Background: an optimization exercise with open tools, aiming at small area. Do not read the settings as production practice.
Only simulation tests tie the RTL to the original design; equivalence was not proved.
Power figures rest on the tool's default switching activity, not on a simulated workload.

## build 96
==> flow/design.v (excerpt) <==
module dsv_core (
    input  wire          clk_i,
    input  wire          rst_i,
    input  wire [12:0]   cfg_ch_mask,
    input  wire [19:0]   cfg_start_lim,
    input  wire [19:0]   cfg_clk_min,
    input  wire [19:0]   cfg_clk_max,
    input  wire          smp_valid,
    output wire          smp_ready,
    input  wire [12:0]   smp_lv,
    input  wire          smp_eos,
    output wire [1:0]    req_sel,
    output wire          ev_valid,
    output wire [17:0]   ev,
    output wire [1055:0] rec_bytes,
    output wire [2:0]    status,
    output wire [2:0]    state_o
);
Settings: LEC_CHECK=0, CAP_MARGIN=20, CORE_AREA=5 5 435 435, DIE_AREA=0 0 440 440, SLEW_MARGIN=20; clock period 7.0 ns.
run.sh (not shown) runs the stock make flow with config.mk's settings and CLKGATE_MAP_FILE= SYNTH_SCRIPT=/design/flow/synth_recipe.tcl, a recipe that flattens the netlist after the stock synthesis.
Modified inputs, build 74 compared to build 96
# build 96
export LEC_CHECK = 0
export CAP_MARGIN = 20
export CORE_AREA = 5 5 435 435
export DIE_AREA = 0 0 440 440
export SLEW_MARGIN = 20
create_clock -name core_clock -period 7.0 [get_ports {clk_i}]
# build 74
export LEC_CHECK = 0
export CAP_MARGIN = 20
export CORE_AREA = 5 5 295 295
export DIE_AREA = 0 0 300 300
export SLEW_MARGIN = 20
create_clock -name core_clock -period 7.0 [get_ports {clk_i}]
==> flow/flow/run.sh (new file) <==
#!/bin/bash
set -euo pipefail
cd "$(dirname "$0")/.."
export BUFFER_PORTS_ARGS="-buffer_cell sky130_fd_sc_hd__buf_1"
export CTS_ARGS="-sink_clustering_enable -repair_clock_nets -dont_use_dummy_load -buf_list {sky130_fd_sc_hd__clkbuf_4 sky130_fd_sc_hd__clkbuf_8}"
bash standard.sh > standard_flow.log 2>&1
==> flow/standard.sh (new file) <==
#!/bin/bash
# synth_recipe.tcl (not shown) runs the flow's synth.tcl, then flattens the netlist and writes it again
# the make line also repeats each setting of config.mk as NAME=value (left out here)
make -C /OpenROAD-flow-scripts/flow DESIGN_CONFIG=/design/flow/config.mk WORK_HOME=/design/flow/orfs CLKGATE_MAP_FILE= SYNTH_SCRIPT=/design/flow/synth_recipe.tcl "${@:-finish}"
removed: flow/run.sh
- For build 74, the flow was terminated by a tool error in I/O pin placement (3_2_place_iop) and produced no final design.
- Reported for build 74 and build 96, async set or reset register ratio after synthesis turned out identical to the last digit.
- Taking build 96 as the reference, in build 74 multiplexer share of the synthesized area saw little to no change; chip height moved down; synthesized cell count barely changed; compound-gate portion of the synthesized area saw little to no change.
- Initial core utilization in build 74 is 24 points higher than in build 96
- Against build 96 as the reference, build 74 delivers a lower horizontal die dimension.
- Against build 96, number of placement rows in build 74 fell by more than a quarter.
[inputs] build 71 vs build 74
# build 74
export LEC_CHECK = 0
export CAP_MARGIN = 20
export CORE_AREA = 5 5 295 295
export DIE_AREA = 0 0 300 300
export SLEW_MARGIN = 20
create_clock -name core_clock -period 7.0 [get_ports {clk_i}]
# build 71
export LEC_CHECK = 0
export CAP_MARGIN = 20
export CORE_AREA = 5 5 435 435
export DIE_AREA = 0 0 440 440
export SLEW_MARGIN = 20
create_clock -name core_clock -period 7.0 [get_ports {clk_i}]
==> flow/flow/run.sh <==
#!/bin/bash
set -euo pipefail
cd "$(dirname "$0")/.."
export BUFFER_PORTS_ARGS="-buffer_cell sky130_fd_sc_hd__buf_1"
bash standard.sh > standard_flow.log 2>&1
Findings:
Build 71 completed end to end with timing, DRC and antenna clean.
Compared with build 74, build 71 shows die span in x higher by 47%.
Build 71 vs build 74, vertical extent of the die went up by about 47%.
On number of register bits inferred by synthesis, build 71 tracks build 74 almost exactly.
Reported for build 71 and build 74, number of distinct library cells after synthesis turned out identical to the last digit.
Comparing build 74 against build 71, there is no change at all in count of mapped cells out of synthesis.
Setup changes, build 71 to build 27
# build 71
export LEC_CHECK = 0
export CAP_MARGIN = 20
export CORE_AREA = 5 5 435 435
export DIE_AREA = 0 0 440 440
export SLEW_MARGIN = 20
create_clock -name core_clock -period 7.0 [get_ports {clk_i}]
# build 27
export LEC_CHECK = 0
export CAP_MARGIN = 20
export CORE_AREA = 5 5 255 255
export DIE_AREA = 0 0 260 260
export SLEW_MARGIN = 20
create_clock -name core_clock -period 7.0 [get_ports {clk_i}]
==> flow/flow/run.sh <==
#!/bin/bash
set -euo pipefail
cd "$(dirname "$0")/.."
export BUFFER_PORTS_ARGS="-buffer_cell sky130_fd_sc_hd__buf_1"
export CTS_ARGS="-sink_clustering_enable -repair_clock_nets -dont_use_dummy_load -buf_list {sky130_fd_sc_hd__clkbuf_2 sky130_fd_sc_hd__clkbuf_4} -sink_clustering_size 24 -sink_clustering_max_diameter 60"
bash standard.sh > standard_flow.log 2>&1
[summary]
- As far as post-synthesis area per instance goes, build 27 and build 71 are indistinguishable; the numbers are identical.
- Changes observed in build 27 relative to build 71: portion of the post-synthesis area used by sequential elements has remained practically unchanged; height of the chip has decreased; area after synthesis has remained practically unchanged; adder-cell area share of the yosys netlist has remained practically unchanged; width of the die has decreased.
- Build 27 did not finish; the tool stopped in I/O pin placement (3_2_place_iop) with error PPL-0024.
[inputs] build 79 vs build 27
# build 27
export LEC_CHECK = 0
export CAP_MARGIN = 20
export CORE_AREA = 5 5 255 255
export DIE_AREA = 0 0 260 260
export SLEW_MARGIN = 20
create_clock -name core_clock -period 7.0 [get_ports {clk_i}]
# build 79
export LEC_CHECK = 0
export CAP_MARGIN = 20
export CORE_AREA = 5 5 435 435
export DIE_AREA = 0 0 440 440
export SLEW_MARGIN = 20
create_clock -name core_clock -period 7.0 [get_ports {clk_i}]
==> flow/flow/run.sh <==
#!/bin/bash
set -euo pipefail
cd "$(dirname "$0")/.."
export BUFFER_PORTS_ARGS="-buffer_cell sky130_fd_sc_hd__buf_1"
export CTS_ARGS="-sink_clustering_enable -repair_clock_nets -dont_use_dummy_load -buf_list {sky130_fd_sc_hd__clkbuf_4 sky130_fd_sc_hd__clkbuf_8}"
bash standard.sh > standard_flow.log 2>&1
--- outcome ---
- Build 79 reached the end of the flow, and the finished layout is clean on the timing, design-rule and antenna checks.
- Distinct cell type count after synthesis: build 79 vs build 27 identical
- On synthesized instance count, build 27 and build 79 are neck and neck.
- In build 79 the initial core utilization turned out 39 points lower than in build 27.
- Looking at y dimension of the die across build 27 and build 79, the one that comes out lower is build 27.
- Reported for build 27 and build 79, number of enable flip-flop cells after synthesis turned out identical to the last digit.


Setup of 01-12:
The RTL this note starts from:
==> flow/design.v <==
module dsv_frontend (
    input  wire       clk_i,
    input  wire       rst_i,
    input  wire       take_i,      
    input  wire [2:0] lv_i,        
    input  wire       track_i,     
    output wire       start0_o,    
    output wire       start1_o,    
    output wire       clk_o        
);
    reg [2:0] prev;
    assign start0_o = ~prev[0] &  lv_i[0] &  prev[1] & ~lv_i[1];
    assign start1_o =  prev[0] & ~lv_i[0] & ~prev[1] &  lv_i[1];
    assign clk_o    = ~prev[2] &  lv_i[2] & ~(track_i ? lv_i[1] : lv_i[0]);
    always @(posedge clk_i) begin
        if (rst_i)
            prev <= 3'b100;
        else if (take_i)
            prev <= lv_i;
    end
endmodule
module dsv_classifier #(
    parameter IDX_W = 20
) (
    input  wire [IDX_W-1:0] n_inv_i,
    input  wire [IDX_W-1:0] start_lim_i,
    input  wire [IDX_W-1:0] clk_min_i,
    input  wire [IDX_W-1:0] clk_max_i,
    output wire             start_ok_o,
    output wire             clk_ok_o
);
    wire [IDX_W:0] c_lim, c_min, c_max;
    assign c_lim[0] = 1'b0;
    assign c_min[0] = 1'b0;
    assign c_max[0] = 1'b1;
    genvar i;
    generate
        for (i = 0; i < IDX_W; i = i + 1) begin : g_chain
            assign c_lim[i+1] = (n_inv_i[i] & start_lim_i[i]) | ((n_inv_i[i] | start_lim_i[i]) & c_lim[i]);
            assign c_min[i+1] = (n_inv_i[i] & clk_min_i[i])   | ((n_inv_i[i] | clk_min_i[i])   & c_min[i]);
            assign c_max[i+1] = (n_inv_i[i] & clk_max_i[i])   | ((n_inv_i[i] | clk_max_i[i])   & c_max[i]);
        end
    endgenerate
    assign start_ok_o = c_lim[IDX_W];
    assign clk_ok_o   = ~c_min[IDX_W] & c_max[IDX_W];
endmodule
module dsv_core (
    input  wire          clk_i,
    input  wire          rst_i,
    input  wire [12:0]   cfg_ch_mask,
    input  wire [19:0]   cfg_start_lim,
    input  wire [19:0]   cfg_clk_min,
    input  wire [19:0]   cfg_clk_max,
    input  wire          smp_valid,
    output wire          smp_ready,
    input  wire [12:0]   smp_lv,
    input  wire          smp_eos,
    output wire [1:0]    req_sel,
    output wire          ev_valid,
    output wire [17:0]   ev,
    output wire [1055:0] rec_bytes,
    output wire [2:0]    status,
    output wire [2:0]    state_o
);
    localparam IDX_W = 20;
    localparam [2:0] S_FIND_START  = 3'd0;
    localparam [2:0] S_VERIFY      = 3'd1;
    localparam [2:0] S_NEXT_CLK    = 3'd2;
    localparam [2:0] S_READ_DATA   = 3'd3;
    localparam [2:0] S_HALTED      = 3'd4;
    localparam [1:0] R_PIXELS  = 2'd0;
    localparam [1:0] R_PRESENT = 2'd1;
    localparam [1:0] R_RECORD  = 2'd2;
    localparam [1:0] R_ERROR   = 2'd3;
    reg  [2:0]       state;
    reg              busy;          
    reg  [1:0]       rphase;
    reg              track;         
    reg              second;        
    reg  [7:0]       cmd0;
    reg  [IDX_W-1:0] cnt;           
    reg  [1055:0]    pay;           
    reg              sel;           
    reg              st_cfg_err, st_stream_ended, st_bad_page;
    assign smp_ready = ~rst_i & ~busy;
    wire accept    = smp_valid & smp_ready;
    wire live      = (state != S_HALTED);
    wire take_smp  = accept & ~smp_eos & live;
    wire take_end  = accept &  smp_eos & live;
    wire m_start0, m_start1, m_clk;
    wire start_ok, clk_ok;
    dsv_frontend u_fe (
        .clk_i    (clk_i),
        .rst_i    (rst_i),
        .take_i   (accept),
        .lv_i     (smp_lv[2:0]),
        .track_i  (track),
        .start0_o (m_start0),
        .start1_o (m_start1),
        .clk_o    (m_clk)
    );
    dsv_classifier #(.IDX_W(IDX_W)) u_cls (
        .n_inv_i     (cnt),
        .start_lim_i (cfg_start_lim),
        .clk_min_i   (cfg_clk_min),
        .clk_max_i   (cfg_clk_max),
        .start_ok_o  (start_ok),
        .clk_ok_o    (clk_ok)
    );
    wire [7:0] byte_in  = smp_lv[12:5];              
    wire       sel_in   = smp_lv[0] & ~smp_lv[1];
    wire       page_ok  = (cmd0[7:3] == 5'b10110);   
    wire [2:0] page     = cmd0[2:0];
    wire [2:0] r_row    = ~cnt[2:0];
    wire [8:0] pix_x    = ~cnt[11:3];
    wire       row_last = ~|cnt[2:0];                    
    wire       cap_last = ~(cnt[7] | cnt[1] | cnt[0]);   
    wire       pix_last = sel ? ~(cnt[11] | (|cnt[5:0])) : ~(cnt[10] | (|cnt[4:0]));
    wire       pixels   = busy & (rphase == R_PIXELS);
    wire mark = (state == S_FIND_START) ? (m_start0 | m_start1) :
                (state == S_VERIFY)     ? (m_clk & start_ok) :
                                          (m_clk & clk_ok);
    wire       shift_en = (accept & m_clk) | (pixels & row_last);
    wire [7:0] shift_in = busy ? pay[7:0] : byte_in;
    always @(posedge clk_i) begin
        if (shift_en)
            pay <= {shift_in, pay[1055:8]};
    end
    wire [IDX_W-1:0] cnt_dec = cnt - 1'b1;    
    always @(posedge clk_i) begin
        if (busy) begin
            if (pixels)
                cnt <= cnt_dec;
        end else if (accept) begin
            if (state == S_READ_DATA) begin
                if (m_clk)
                    cnt <= cap_last ? {8'hff, ~sel_in, 4'hf, ~sel_in, 5'h1f} : cnt_dec;
            end else if (state == S_NEXT_CLK && m_clk && clk_ok && second) begin
                cnt <= {IDX_W{1'b1}};
            end else begin
                cnt <= mark ? {{(IDX_W-1){1'b1}}, 1'b0} : cnt_dec;
            end
        end
    end
    always @(posedge clk_i) begin
        if (rst_i) begin
            state           <= (cfg_ch_mask != 13'd0) ? S_FIND_START : S_HALTED;
            st_cfg_err      <= (cfg_ch_mask == 13'd0);
            st_stream_ended <= 1'b0;
            st_bad_page     <= 1'b0;
            busy            <= 1'b0;
        end else if (!busy) begin
            if (take_end) begin
                st_stream_ended <= 1'b1;
                state           <= S_HALTED;
            end else if (take_smp) begin
                case (state)
                S_FIND_START: begin
                    if (m_start0 | m_start1) begin
                        track <= m_start0;
                        state <= S_VERIFY;
                    end
                end
                S_VERIFY: begin
                    if (m_clk) begin
                        if (start_ok) begin
                            cmd0   <= byte_in;
                            second <= 1'b0;
                            state  <= S_NEXT_CLK;
                        end else begin
                            state  <= S_FIND_START;
                        end
                    end
                end
                S_NEXT_CLK: begin
                    if (m_clk) begin
                        if (clk_ok) begin
                            second <= 1'b1;
                            if (second)
                                state <= S_READ_DATA;
                        end else begin
                            state  <= S_FIND_START;
                        end
                    end
                end
                S_READ_DATA: begin
                    if (m_clk && cap_last) begin
                        sel  <= sel_in;
                        busy <= 1'b1;
                        if (page_ok) begin
                            rphase <= R_PIXELS;
                        end else begin
                            st_bad_page <= 1'b1;
                            rphase      <= R_ERROR;
                        end
                    end
                end
                default: ;
                endcase
            end
        end else begin
            case (rphase)
            R_PIXELS: begin
                if (pix_last)
                    rphase <= R_PRESENT;
            end
            R_PRESENT: begin
                rphase <= R_RECORD;
            end
            default: begin   
                busy  <= 1'b0;
                state <= S_FIND_START;
            end
            endcase
        end
    end
    wire pix_on = pay[cnt[2:0]];           
    reg [15:0] ev_body;
    always @(*) begin
        case (rphase)
        R_PIXELS:  ev_body = {pix_x, page, r_row, pix_on};
        R_PRESENT: ev_body = 16'd0;
        R_RECORD:  ev_body = {page, sel, 12'd0};
        default:   ev_body = {3'd3, 5'd0, cmd0};
        endcase
    end
    assign ev_valid  = ~rst_i & busy;
    assign ev        = {rphase, ev_body};
    assign rec_bytes = pay;
    assign req_sel = (rst_i | busy)          ? 2'd0 :
                     (state == S_FIND_START) ? 2'd1 :
                     (state == S_HALTED)     ? 2'd0 :
                     track                   ? 2'd3 : 2'd2;
    assign status  = {st_bad_page, st_stream_ended, st_cfg_err};
    assign state_o = state;
endmodule
Settings: LEC_CHECK=0, CAP_MARGIN=20, CORE_AREA=5 5 435 435, DIE_AREA=0 0 440 440, PLACE_DENSITY=0.85, SLEW_MARGIN=20; clock period 7.0 ns.
standard.sh (not shown) runs the stock make flow with config.mk's settings and CLKGATE_MAP_FILE= SYNTH_SCRIPT=/design/flow/synth_recipe.tcl, a recipe that flattens the netlist after the stock synthesis.
==> flow/flow/run.sh <==
#!/bin/bash
set -euo pipefail
cd "$(dirname "$0")/.."
export BUFFER_PORTS_ARGS="-buffer_cell sky130_fd_sc_hd__buf_1"
export CTS_ARGS="-sink_clustering_enable -repair_clock_nets -dont_use_dummy_load -buf_list {sky130_fd_sc_hd__clkbuf_4} -sink_clustering_size 10 -sink_clustering_max_diameter 40"
bash standard.sh > standard_flow.log 2>&1
Changes in 12-06 relative to 01-12:
Settings: removing PLACE_DENSITY (formerly 0.85).
==> flow/flow/run.sh <==
#!/bin/bash
set -euo pipefail
cd "$(dirname "$0")/.."
export BUFFER_PORTS_ARGS="-buffer_cell sky130_fd_sc_hd__buf_1"
export CTS_ARGS="-sink_clustering_enable -repair_clock_nets -dont_use_dummy_load -buf_list {sky130_fd_sc_hd__clkbuf_8} -sink_clustering_size 20 -sink_clustering_max_diameter 70"
bash standard.sh > standard_flow.log 2>&1
==> run notes <==
- 12-06 ends up with a HPWL after detailed placement that is about 8% lower than in 01-12.
- Compared with 01-12, 12-06 ends up with less cell area.
- The wire length the detailed router placed on met1 of 12-06 is lower than that of 01-12.
- No stage failed in 12-06, and the final checks on the layout all came back clean.
- Shortest period the worst path allows, 12-06 and 01-12: lower on 12-06
- Higher worst-case setup slack after placement goes to 01-12 over 12-06.


Starts from the design.v that is shown in full above.
Settings: LEC_CHECK=0, CAP_MARGIN=20, CORE_AREA=5 5 435 435, DIE_AREA=0 0 440 440, SLEW_MARGIN=20; clock period 7.0 ns.
==> flow/flow/run.sh <==
#!/bin/bash
set -euo pipefail
cd "$(dirname "$0")/.."
export BUFFER_PORTS_ARGS="-buffer_cell sky130_fd_sc_hd__buf_1"
export CTS_ARGS="-sink_clustering_enable -repair_clock_nets -dont_use_dummy_load -buf_list {sky130_fd_sc_hd__clkbuf_8} -sink_clustering_size 18 -sink_clustering_max_diameter 70"
bash standard.sh > standard_flow.log 2>&1
The first run produced a clean layout.
Edit:
==> flow/flow/run.sh (replaced) <==
#!/bin/bash
set -euo pipefail
cd "$(dirname "$0")/.."
export BUFFER_PORTS_ARGS="-buffer_cell sky130_fd_sc_hd__buf_1"
export CTS_ARGS="-sink_clustering_enable -repair_clock_nets -dont_use_dummy_load -buf_list {sky130_fd_sc_hd__clkbuf_8} -sink_clustering_size 20 -sink_clustering_max_diameter 40"
bash standard.sh > standard_flow.log 2>&1
Final area is higher by 2.2%.
Sequential power stays flat.
Setup slack gets worse by 0.014 ns.
Edit:
==> flow/flow/run.sh (replaced) <==
#!/bin/bash
set -euo pipefail
cd "$(dirname "$0")/.."
export BUFFER_PORTS_ARGS="-buffer_cell sky130_fd_sc_hd__buf_1"
export CTS_ARGS="-sink_clustering_enable -repair_clock_nets -dont_use_dummy_load -buf_list {sky130_fd_sc_hd__clkbuf_8} -sink_clustering_size 18 -sink_clustering_max_diameter 70"
bash standard.sh > standard_flow.log 2>&1
Effect: Setup slack improves by 0.014 ns. Power fell by 9.6%. First-iteration DRC count grows by 8.6%. Critical path depth stays the same. Wire length shrinks by 1.1%. Fmax went up by 0.35%.
Edit:
==> flow/flow/run.sh (replaced) <==
#!/bin/bash
set -euo pipefail
cd "$(dirname "$0")/.."
export BUFFER_PORTS_ARGS="-buffer_cell sky130_fd_sc_hd__buf_1"
export CTS_ARGS="-sink_clustering_enable -repair_clock_nets -dont_use_dummy_load -buf_list {sky130_fd_sc_hd__clkbuf_4} -sink_clustering_size 10 -sink_clustering_max_diameter 40"
bash standard.sh > standard_flow.log 2>&1
Settings changed: CAP_MARGIN 20 to 5, SLEW_MARGIN 20 to 5.
Effect: The new run ran to the end with no violations. Utilization barely changes. Routed wire length grows by 1.0%. Design area grows by 0.32%. Sequential cell count stays the same. Maximum frequency shrinks by 5.7%. Clock-buffer cell count grows by 84. Non-clock buffer count does not change. Global-route usage grows by 0.16 points. Die area is unchanged.

[separate check: timing with driven ports]
No port has a modelled driver above. Below, the same layouts with a new extraction and two added sets of constraints.
Step 1: set_driving_cell puts a clkbuf_16 on clk_i and a buf_2 on each other input, an assumption about the parent block.
Step 2 also shifts input and output timing later by t, the mid clock arrival at the registers, as if the neighbouring blocks saw the same clock.
Slacks: ideal / step 1 / step 2; pairs: ideal / step 1.
run	t (ns)	setup slack, ns	hold slack, ns	worst slew at a driven data input, ns	pins driven straight from the clock port
build 96	0.796	2.436 / 2.367 / 2.231	0.414 / 0.414 / 0.414	0.12	1
build 71	0.791	2.787 / 2.699 / 2.638	0.425 / 0.425 / 0.425	0.12	1
build 79	0.884	2.714 / 2.631 / 2.640	0.382 / 0.382 / 0.382	0.12	1
01-12	1.111	2.474 / 2.400 / 2.950	0.364 / 0.364 / 0.364	0.08	1
12-06	0.825	3.023 / 2.937 / 2.683	0.411 / 0.411 / 0.411	0.15	1
the first run of note 3	0.831	2.989 / 2.902 / 2.676	0.392 / 0.392 / 0.392	0.14	1
the second run of note 3	0.903	2.975 / 2.886 / 2.623	0.382 / 0.382 / 0.382	0.15	1
the third run of note 3	0.831	2.989 / 2.902 / 2.676	0.392 / 0.392 / 0.392	0.14	1
the fourth run of note 3	1.151	2.749 / 2.663 / 2.608	0.337 / 0.337 / 0.337	0.15	1
After both steps every run listed still meets setup and hold. For the second run of note 3, which loses most, drivers alone change the setup slack by -0.089 ns; drivers and shift together by -0.352 ns.
